What follows belongs to an exercise in optimizing a design on an open flow for small area; a production flow would make more cautious choices. In this exercise RTL edits were held to simulation tests only and were not proved equivalent to the original. Power figures rest on the tool's default switching activity, not on a simulated workload.

==> inputs of garnet <==
## ipc_doorbell
module ipc_doorbell (
    input             clk,
    input             rst,
    input             op_valid,
    input      [31:0] op_td,
    input      [63:0] op_wdata,
    output reg        rd_valid,
    output     [63:0] rd_data,
    output reg        diag_width,
    output reg        diag_range,
    output            host_irq,
    output            dsp_irq_ipc,
    output     [3:0]  dsp_irq_lvl,
    output     [3:0]  h2d_count,
    output     [3:0]  d2h_count,
    output reg        h2d_open,
    output reg        d2h_open
);
==> flow/config.mk <==
export PLATFORM = sky130hd
export DESIGN_NAME = ipc_doorbell
export DESIGN_NICKNAME = ipc_doorbell
export VERILOG_FILES = /design/flow/design.v
export SDC_FILE = /design/flow/constraint.sdc
export NUM_CORES = 8
export LEC_CHECK = 0
export ABC_AREA = 1
export CAP_MARGIN = 20
export CORE_MARGIN = 2
export CORE_UTILIZATION = 50
export CTS_BUF_LIST = sky130_fd_sc_hd__clkbuf_16
export CTS_CLUSTER_DIAMETER = 80
export CTS_CLUSTER_SIZE = 24
export PLACE_DENSITY = 0.6
export SLEW_MARGIN = 20
==> flow/constraint.sdc <==
create_clock -name core_clock -period 10.0 [get_ports {clk}]
set_input_delay 2.0000 -clock core_clock [delete_from_list [all_inputs] [get_ports {clk}]]
set_output_delay 2.0000 -clock core_clock [all_outputs]
set_load 0.01 [all_outputs]
standard.sh (not shown) runs the stock make flow with config.mk's settings and CLKGATE_MAP_FILE= SYNTH_SCRIPT=/design/flow/synth_recipe.tcl, a recipe that flattens the netlist after the stock synthesis.
==> flow/flow/run.sh <==
#!/bin/bash
# Own layout flow: the standard synthesis, then the combinational logic is
# mapped again with an area-oriented ABC script (registers untouched), checked
# for equivalence, and laid out with the standard flow.
# Each tool's full output goes to a log file of its own in this folder.
set -euo pipefail
W=$(pwd)
F=$W/flow
Y=$FLOW_HOME/../tools/install/yosys/bin
LIB=$FLOW_HOME/platforms/sky130hd/lib/sky130_fd_sc_hd__tt_025C_1v80.lib
R=$W/orfs/results/sky130hd/ipc_doorbell/base

# 1. Standard synthesis (unchanged).
bash standard.sh synth > $W/synth_standard.log 2>&1
cp $R/1_2_yosys.v $W/synth_standard.v

# 2. Remap the combinational logic; flip-flop instances stay as they are.
python3 $F/libfunc.py $LIB $W/dont_use.txt > $W/cells.v
cat > $W/remap.ys <<EOY
read_verilog $W/cells.v
read_verilog $W/synth_standard.v
hierarchy -top $FLOW_TOP
flatten
rename -hide w:*.*
read_liberty -lib -overwrite $LIB
techmap
opt -fast
setundef -zero
abc -D 10000 -liberty $LIB $(cat $W/dont_use.txt) -script $F/remap.abc
opt_clean -purge
hilomap -singleton -hicell sky130_fd_sc_hd__conb_1 HI -locell sky130_fd_sc_hd__conb_1 LO
insbuf -buf sky130_fd_sc_hd__buf_4 A X
splitnets
opt_clean -purge
check -assert -mapped
tee -o $W/remap_stat.txt stat -liberty $LIB
write_verilog -noattr -nohex -nodec $W/synth_remap.v
EOY
use_remap=0
if $Y/yosys -s $W/remap.ys > $W/remap.log 2>&1; then
  # 3. Combinational equivalence, with every flip-flop cut into ports.
  python3 $F/cut.py $W/synth_standard.v $W/cec_gold.v
  python3 $F/cut.py $W/synth_remap.v $W/cec_gate.v
  for x in gold gate; do
    $Y/yosys -p "read_verilog $W/cells.v; read_verilog $W/cec_$x.v; hierarchy -top $FLOW_TOP; flatten; techmap; opt -fast; aigmap; write_aiger -zinit $W/cec_$x.aig" > $W/cec_$x.log 2>&1
  done
  $Y/yosys-abc -c "cec $W/cec_gold.aig $W/cec_gate.aig" > $W/cec.log 2>&1 || true
  if grep -q "Networks are equivalent" $W/cec.log && ! grep -q "lpflow\|probe" $W/synth_remap.v; then
    use_remap=1
  fi
fi
if [[ $use_remap == 1 ]]; then
  echo "using the remapped netlist" > $W/remap_used.txt
  cp $W/synth_remap.v $R/1_2_yosys.v
else
  echo "remap failed or not equivalent: standard netlist kept" > $W/remap_used.txt
fi

# 4. Layout: the standard flow from the netlist on.
bash standard.sh \
  "BUFFER_PORTS_ARGS=-buffer_cell sky130_fd_sc_hd__buf_1" \
  "CTS_ARGS=-sink_clustering_enable -repair_clock_nets -sink_clustering_size 24 -sink_clustering_max_diameter 80 -buf_list sky130_fd_sc_hd__clkbuf_16 -dont_use_dummy_load" \
  finish > $W/layout.log 2>&1
Other scripts of this flow, unchanged in this note and not shown: flow/flow/cut.py, flow/flow/libfunc.py, flow/flow/remap.abc
==> yarrow: changes against garnet <==
--- a/flow/flow/run.sh
+++ b/flow/flow/run.sh
@@ -59,5 +59,6 @@
 # 4. Layout: the standard flow from the netlist on.
 bash standard.sh \
   "BUFFER_PORTS_ARGS=-buffer_cell sky130_fd_sc_hd__buf_1" \
+  "RECOVER_POWER=100" \
   "CTS_ARGS=-sink_clustering_enable -repair_clock_nets -sink_clustering_size 24 -sink_clustering_max_diameter 80 -buf_list sky130_fd_sc_hd__clkbuf_16 -dont_use_dummy_load" \
   finish > $W/layout.log 2>&1
==> delta: changes against garnet <==
- CORE_UTILIZATION: 50 -> 62
- PLACE_DENSITY: 0.6 -> 0.72
==> qor summary <==
Outcome: garnet no timing/DRC/antenna violations; delta no timing/DRC/antenna violations; yarrow complete, but fails checks
Violated checks: garnet -; delta -; yarrow max-capacitance violations, max-slew violations
Global-route wire length before repair: garnet 270 mm; delta 265 mm; yarrow 270 mm
Clock-cell share: garnet 0.0296; delta 0.0294; yarrow 0.0299
Clock share of power: garnet 0.289; delta 0.285; yarrow 0.290
Slew at the pin closest to its max-slew limit: garnet 1.19 ns; delta 1.26 ns; yarrow 3.31 ns
Fraction of area in registers: garnet 0.715; delta 0.720; yarrow 0.723
Total routing usage reported by global routing: garnet 0.319; delta 0.394; yarrow 0.319
Seq power: garnet 7.62 mW; delta 7.63 mW; yarrow 7.63 mW
Buffer and inverter count on the worst path: garnet 6; delta 4; yarrow 4
HPWL Detailed: garnet 116 mm; delta 111 mm; yarrow 116 mm
Data arrival time of the critical path: garnet 5.72 ns; delta 5.72 ns; yarrow 9.17 ns
Layout-stage area growth over the synthesis result: garnet 11.9%; delta 11.2%; yarrow 10.7%
Non-clock buffer share of cell area: garnet 0.0329; delta 0.0320; yarrow 0.0270
Worst skew pair latency: garnet 0.71 ns; delta 0.67 ns; yarrow 0.70 ns
Worst path setup slack after routing: garnet 2.28 ns; delta 2.28 ns; yarrow 1.15 ns
Initial core utilization: garnet 0.503; delta 0.624; yarrow 0.503
Power in combinational cells: garnet 0.509 mW; delta 0.495 mW; yarrow 0.488 mW
Number of pins with negative max-slew slack in the final report: garnet 0; delta 0; yarrow 1395

==> job 3366 <==
Starting RTL as in the previous note.
==> flow/config.mk <==
export PLATFORM = sky130hd
export DESIGN_NAME = ipc_doorbell
export DESIGN_NICKNAME = ipc_doorbell
export VERILOG_FILES = /design/flow/design.v
export SDC_FILE = /design/flow/constraint.sdc
export NUM_CORES = 8
export LEC_CHECK = 0
export ABC_AREA = 1
export CAP_MARGIN = 20
export CORE_MARGIN = 2
export CORE_UTILIZATION = 50
export CTS_BUF_LIST = sky130_fd_sc_hd__clkbuf_16
export CTS_CLUSTER_DIAMETER = 50
export CTS_CLUSTER_SIZE = 30
export PLACE_DENSITY = 0.6
export SLEW_MARGIN = 20
==> flow/constraint.sdc <==
create_clock -name core_clock -period 10.0 [get_ports {clk}]
set_input_delay 2.0000 -clock core_clock [delete_from_list [all_inputs] [get_ports {clk}]]
set_output_delay 2.0000 -clock core_clock [all_outputs]
set_load 0.01 [all_outputs]
==> flow/flow/run.sh <==
#!/bin/bash
# Own layout flow: the standard synthesis, then the combinational logic is
# mapped again with an area-oriented ABC script (registers untouched), checked
# for equivalence, and laid out with the standard flow.
# Each tool's full output goes to a log file of its own in this folder.
set -euo pipefail
W=$(pwd)
F=$W/flow
Y=$FLOW_HOME/../tools/install/yosys/bin
LIB=$FLOW_HOME/platforms/sky130hd/lib/sky130_fd_sc_hd__tt_025C_1v80.lib
R=$W/orfs/results/sky130hd/ipc_doorbell/base

# 1. Standard synthesis (unchanged).
bash standard.sh synth > $W/synth_standard.log 2>&1
cp $R/1_2_yosys.v $W/synth_standard.v

# 2. Remap the combinational logic; flip-flop instances stay as they are.
python3 $F/libfunc.py $LIB $W/dont_use.txt > $W/cells.v
cat > $W/remap.ys <<EOY
read_verilog $W/cells.v
read_verilog $W/synth_standard.v
hierarchy -top $FLOW_TOP
flatten
rename -hide w:*.*
read_liberty -lib -overwrite $LIB
techmap
opt -fast
setundef -zero
abc -D 10000 -liberty $LIB $(cat $W/dont_use.txt) -script $F/remap.abc
opt_clean -purge
hilomap -singleton -hicell sky130_fd_sc_hd__conb_1 HI -locell sky130_fd_sc_hd__conb_1 LO
insbuf -buf sky130_fd_sc_hd__buf_4 A X
splitnets
opt_clean -purge
check -assert -mapped
tee -o $W/remap_stat.txt stat -liberty $LIB
write_verilog -noattr -nohex -nodec $W/synth_remap.v
EOY
use_remap=0
if $Y/yosys -s $W/remap.ys > $W/remap.log 2>&1; then
  # 3. Combinational equivalence, with every flip-flop cut into ports.
  python3 $F/cut.py $W/synth_standard.v $W/cec_gold.v
  python3 $F/cut.py $W/synth_remap.v $W/cec_gate.v
  for x in gold gate; do
    $Y/yosys -p "read_verilog $W/cells.v; read_verilog $W/cec_$x.v; hierarchy -top $FLOW_TOP; flatten; techmap; opt -fast; aigmap; write_aiger -zinit $W/cec_$x.aig" > $W/cec_$x.log 2>&1
  done
  $Y/yosys-abc -c "cec $W/cec_gold.aig $W/cec_gate.aig" > $W/cec.log 2>&1 || true
  if grep -q "Networks are equivalent" $W/cec.log && ! grep -q "lpflow\|probe" $W/synth_remap.v; then
    use_remap=1
  fi
fi
if [[ $use_remap == 1 ]]; then
  echo "using the remapped netlist" > $W/remap_used.txt
  cp $W/synth_remap.v $R/1_2_yosys.v
else
  echo "remap failed or not equivalent: standard netlist kept" > $W/remap_used.txt
fi

# 4. Layout: the standard flow from the netlist on.
bash standard.sh \
  "BUFFER_PORTS_ARGS=-buffer_cell sky130_fd_sc_hd__buf_1" \
  "CTS_ARGS=-sink_clustering_enable -repair_clock_nets -sink_clustering_size 30 -sink_clustering_max_diameter 50 -buf_list sky130_fd_sc_hd__clkbuf_16 -dont_use_dummy_load" \
  finish > $W/layout.log 2>&1
Other scripts of this flow, unchanged in this note and not shown: flow/flow/cut.py, flow/flow/libfunc.py, flow/flow/remap.abc
==> job 5550 (differences from job 3366) <==
--- a/flow/design.v
+++ b/flow/design.v
@@ -1,27 +1,28 @@
 module ipc_chan (
     input             clk,
     input             rst,
     input             flush,
-    input      [3:0]  offer,       
+    input      [2:0]  push_n,      
     input      [1:0]  kind0,
     input             db,
     input      [31:0] val,
     input             pop,
     input             sel,         
     output     [34:0] head,        
     output reg [3:0]  count
 );
     localparam CAP = 8;
     reg [2:0] rd_ptr;
-    wire [3:0] acc_th = offer & {count < 4'd5, count < 4'd6, count < 4'd7, count < 4'd8};
-    wire [2:0] accept = {2'd0, acc_th[0]} + {2'd0, acc_th[1]} + {2'd0, acc_th[2]} + {2'd0, acc_th[3]};
+    wire [3:0] space  = CAP - count;
+    wire [2:0] accept = (push_n > space) ? space[2:0] : push_n;
     wire [2:0] tail   = rd_ptr + count[2:0];
     wire [7:0] t_oh   = 8'd1 << tail;
+    wire [3:0] acc_th = {accept >= 3'd4, accept >= 3'd3, accept >= 3'd2, accept >= 3'd1};
     wire [34:0] rd_term [0:CAP-1];
     genvar e;
     generate
         for (e = 0; e < CAP; e = e + 1) begin : g_ent
             reg  [1:0]  kind;
             reg         edb;
             reg  [31:0] v;
             wire k0 = t_oh[e];
@@ -81,20 +82,26 @@
     wire        is_mmio  = op_valid && (port == 4'd0 || port == 4'd1) &&
                            (opc == 4'd0 || opc == 4'd1);
     wire        side     = port[0];
     wire        blk1     = (f_b == 4'd1);
     wire        has_view = (f_b == 4'd0) || (blk1 && side);
     wire        w4       = (f_a == 4'd4);
     wire        w8       = (f_a == 4'd8);
     wire [3:0]  wi       = off[5:2];
-    wire        hi_zero  = (off[15:6] == 10'd0);    
-    wire bad_w  = !(w4 || w8) || (off[1:0] != 2'd0) ||
-                  (w8 && has_view && hi_zero && (blk1 || wi <= 4'd9));
-    wire bad_r  = !has_view || !hi_zero || (w8 && (wi == 4'd15));
+    wire [16:0] off4     = {1'b0, off} + 17'd4;
+    wire [3:0]  wi4      = off4[5:2];
+    function automatic tagged0(input [3:0] w);
+        tagged0 = (w == 4'd0) || (w == 4'd1) || (w == 4'd2) || (w == 4'd4) ||
+                  (w == 4'd5) || (w == 4'd6) || (w == 4'd8) || (w == 4'd9);
+    endfunction
+    wire tag_off  = has_view && (off  < 16'h40) && (blk1 || tagged0(wi));
+    wire tag_off4 = has_view && (off4 < 17'h40) && (blk1 || tagged0(wi4));
+    wire bad_w  = !(w4 || w8) || (off[1:0] != 2'd0) || (w8 && (tag_off || tag_off4));
+    wire bad_r  = !has_view || (off[15:6] != 10'd0) || (w8 && (wi == 4'd15));
     wire acc_ok = is_mmio && !bad_w && !bad_r;
     wire rd_ok  = acc_ok && (opc == 4'd0);
     wire wr_ok  = acc_ok && (opc == 4'd1);
     wire wr0    = wr_ok && !blk1;           
     wire wr1    = wr_ok && blk1;            
     wire [31:0] lo = op_wdata[31:0];
     wire [31:0] hi = op_wdata[63:32];
     wire is_chan   = op_valid && (port == 4'd3);
@@ -106,42 +113,42 @@
     wire is_rst_op = op_valid && (port == 4'd4) && (opc == 4'd0);
     wire rst_h0    = is_rst_op && (f_a == 4'd0) && (f_b == 4'd0);
     wire rst_d0    = is_rst_op && (f_a == 4'd1) && (f_b == 4'd0);
     wire rst_d1    = is_rst_op && (f_a == 4'd1) && (f_b == 4'd1);
     wire is_src    = op_valid && (port == 4'd2) && (opc == 4'd0 || opc == 4'd1);
     wire src_set   = (opc == 4'd0);
     wire        cmd_wr = wr0 && w4 && (wi == 4'd0 || wi == 4'd4);
     wire        csr_wr = wr0 && w4 && (wi == 4'd8);
-    wire [3:0]  tx_th  = {cmd_wr && lo[0] && lo[1], cmd_wr && (lo[0] || lo[1]),
-                          cmd_wr, cmd_wr || csr_wr};
+    wire [2:0]  tx_n   = cmd_wr ? 3'd2 + {2'd0, lo[0]} + {2'd0, lo[1]} :
+                         csr_wr ? 3'd1 : 3'd0;
     wire [34:0] h2d_head, d2h_head;
     ipc_chan u_h2d (
         .clk    (clk),
         .rst    (rst),
         .flush  (close_op && ch_dsp),
-        .offer  ((!side && h2d_open) ? tx_th : 4'd0),
+        .push_n ((!side && h2d_open) ? tx_n : 3'd0),
         .kind0  ({csr_wr, 1'b1}),
         .db     (wi[2]),
         .val    (lo),
         .pop    (deliver && ch_dsp),
-        .sel    (deliver && ch_dsp && !rst),
+        .sel    (ch_dsp),
         .head   (h2d_head),
         .count  (h2d_count)
     );
     ipc_chan u_d2h (
         .clk    (clk),
         .rst    (rst),
         .flush  (close_op && ch_host),
-        .offer  ((side && d2h_open) ? tx_th : 4'd0),
+        .push_n ((side && d2h_open) ? tx_n : 3'd0),
         .kind0  ({csr_wr, 1'b1}),
         .db     (wi[2]),
         .val    (lo),
         .pop    (deliver && ch_host),
-        .sel    (deliver && ch_host && !rst),
+        .sel    (ch_host),
         .head   (d2h_head),
         .count  (d2h_count)
     );
     always @(posedge clk) begin
         if (rst) begin
             h2d_open <= 1'b1;
             d2h_open <= 1'b1;
         end else begin
@@ -158,19 +165,20 @@
     wire [1:0]  dlv_kind = dlv_msg[34:33];
     wire        dlv_db   = dlv_msg[32];
     wire [31:0] dlv_val  = dlv_msg[31:0];
     wire        dlv_echo = dlv && (dlv_kind != 2'd0);
     wire        dlv_irq  = dlv && (dlv_kind == 2'd0);
     wire [31:0] view [0:31];
     wire zero_any = rst || rst_h0 || rst_d0;
     wire sts_wi   = (wi == 4'd1) || (wi == 4'd5);
-    wire        use_w = !zero_any && !deliver;
-    wire [31:0] be = dlv_val | ({32{use_w}} & ((w8 && wi[0]) ? hi : lo));
-    wire [31:0] bo = dlv_val | ({32{use_w && !sts_wi}} & ((w8 && !wi[0]) ? hi : lo));
+    wire [31:0] be = zero_any ? 32'd0 : dlv_echo ? dlv_val :
+                     (w8 && wi[0]) ? hi : lo;
+    wire [31:0] bo = zero_any ? 32'd0 : dlv_echo ? dlv_val :
+                     sts_wi ? 32'd0 : (w8 && !wi[0]) ? hi : lo;
     genvar gs, gi;
     generate
         for (gs = 0; gs < 2; gs = gs + 1) begin : g_side
             wire zero_s = rst || (gs == 0 ? rst_h0 : rst_d0);
             wire own    = wr0 && (side == gs);
             for (gi = 0; gi < 16; gi = gi + 1) begin : g_word
                 wire        hit_lo = own && (wi == gi);
                 wire        hit_hi = (gi >= 11) && own && w8 && (wi == gi - 1);
--- a/flow/flow/run.sh
+++ b/flow/flow/run.sh
@@ -54,10 +54,10 @@
   cp $W/synth_remap.v $R/1_2_yosys.v
 else
   echo "remap failed or not equivalent: standard netlist kept" > $W/remap_used.txt
 fi
 
 # 4. Layout: the standard flow from the netlist on.
 bash standard.sh \
   "BUFFER_PORTS_ARGS=-buffer_cell sky130_fd_sc_hd__buf_1" \
-  "CTS_ARGS=-sink_clustering_enable -repair_clock_nets -sink_clustering_size 30 -sink_clustering_max_diameter 50 -buf_list sky130_fd_sc_hd__clkbuf_16 -dont_use_dummy_load" \
+  "CTS_ARGS=-sink_clustering_enable -repair_clock_nets -sink_clustering_size 28 -sink_clustering_max_diameter 70 -buf_list sky130_fd_sc_hd__clkbuf_16 -dont_use_dummy_load" \
   finish > $W/layout.log 2>&1
==> flow/config.mk (replaced) <==
export PLATFORM = sky130hd
export DESIGN_NAME = ipc_doorbell
export DESIGN_NICKNAME = ipc_doorbell
export VERILOG_FILES = /design/flow/design.v
export SDC_FILE = /design/flow/constraint.sdc
export NUM_CORES = 8
export LEC_CHECK = 0
export ABC_AREA = 1
export CAP_MARGIN = 0
export CORE_MARGIN = 2
export CORE_UTILIZATION = 50
export CTS_BUF_LIST = sky130_fd_sc_hd__clkbuf_16
export CTS_CLUSTER_DIAMETER = 70
export CTS_CLUSTER_SIZE = 28
export PLACE_DENSITY = 0.6
export SLEW_MARGIN = 0
==> qor summary <==
| quantity | job 5550 | job 3366 |
|---|---|---|
| Result of the run | finished clean | finished clean |
| HPWL after detailed placement | 118000 µm | 116000 µm |
| Wire length of the first global-routing pass | 282000 µm | 272000 µm |
| Switching share of power | 21.4% | 20.8% |
| Power drawn by the clock network | 3.38 mW | 4.53 mW |
| Starting density of the core | 50.5% | 50.3% |
| Met1 routed wirelength after detailed routing | 75900 µm | 75000 µm |
| Post-synthesis net count | 3558 | 3478 |
| Vias in the first global route | 36062 | 35426 |
| Slack of the worst reg-to-reg path | 4510 ps | 5630 ps |
| Arrival time worst endpoint | 9500 ps | 5750 ps |
| Antenna diode instance count | 2 | 1 |
| Grt met2 use | 50.1% | 48.3% |
| Relative slew slack | 10.3% | 7.30% |
| Min cycle time layout | 9100 ps | 7750 ps |
| Final Hold Slack | 515 ps | 500 ps |
| Final Instance Area | 65300 µm² | 66600 µm² |
| Largest net degree at the start of global routing | 73 | 129 |
| Final Wtd Congestion | 0.956 | 0.928 |
| Height of the die | 347 µm | 345 µm |
| Setup crit end kind | register | output pin |
| Mapped Cells | 3459 | 3379 |
| Clock H-tree levels | 3 | 4 |
| Area of the die | 120000 µm² | 119000 µm² |
| Top fanout value on the critical path | 18 | 31 |
| Worst voltage drop across the vdd grid | 0.198 mV | 0.153 mV |
| Cell with the largest stage delay on the worst path | nor2_1 | nor4bb_1 |

re-timing with driven ports:
Ports are ideal in the flow. The routed layouts listed here were re-timed in OpenROAD. Step 1, drivers: a clkbuf_16 drives clk and a buf_2 each remaining input, both assumed. Step 2 times the ports against the registers' clock, not the clock port: input delays grow and output delays shrink by t, the midpoint of the rising clock arrivals with the driver on. a / b / c = ideal / step 1 / step 2; a / b = the first two.
run | t (ns) | setup WS [ns] | hold WS [ns] | clock arrival spread, ns | worst data-port slew with drivers (ns)
garnet | 0.746 | 2.282 / 2.205 / 2.381 | 0.504 / 0.504 / 0.504 | 0.072 / 0.072 | 0.10
yarrow | 0.748 | 1.154 / 1.137 / 0.390 | 0.504 / 0.504 / 0.504 | 0.068 / 0.069 | 0.10
delta | 0.714 | 2.276 / 2.203 / 2.190 | 0.528 / 0.528 / 0.528 | 0.066 / 0.066 | 0.12
job 3366 | 0.801 | 2.251 / 2.175 / 2.379 | 0.500 / 0.500 / 0.500 | 0.068 / 0.067 | 0.10
job 5550 | 0.735 | 0.899 / 0.908 / 0.173 | 0.515 / 0.515 / 0.515 | 0.125 / 0.125 | 0.11
The setup slack of yarrow, which loses most, moves by -0.017 ns with the drivers and by -0.764 ns with both steps.
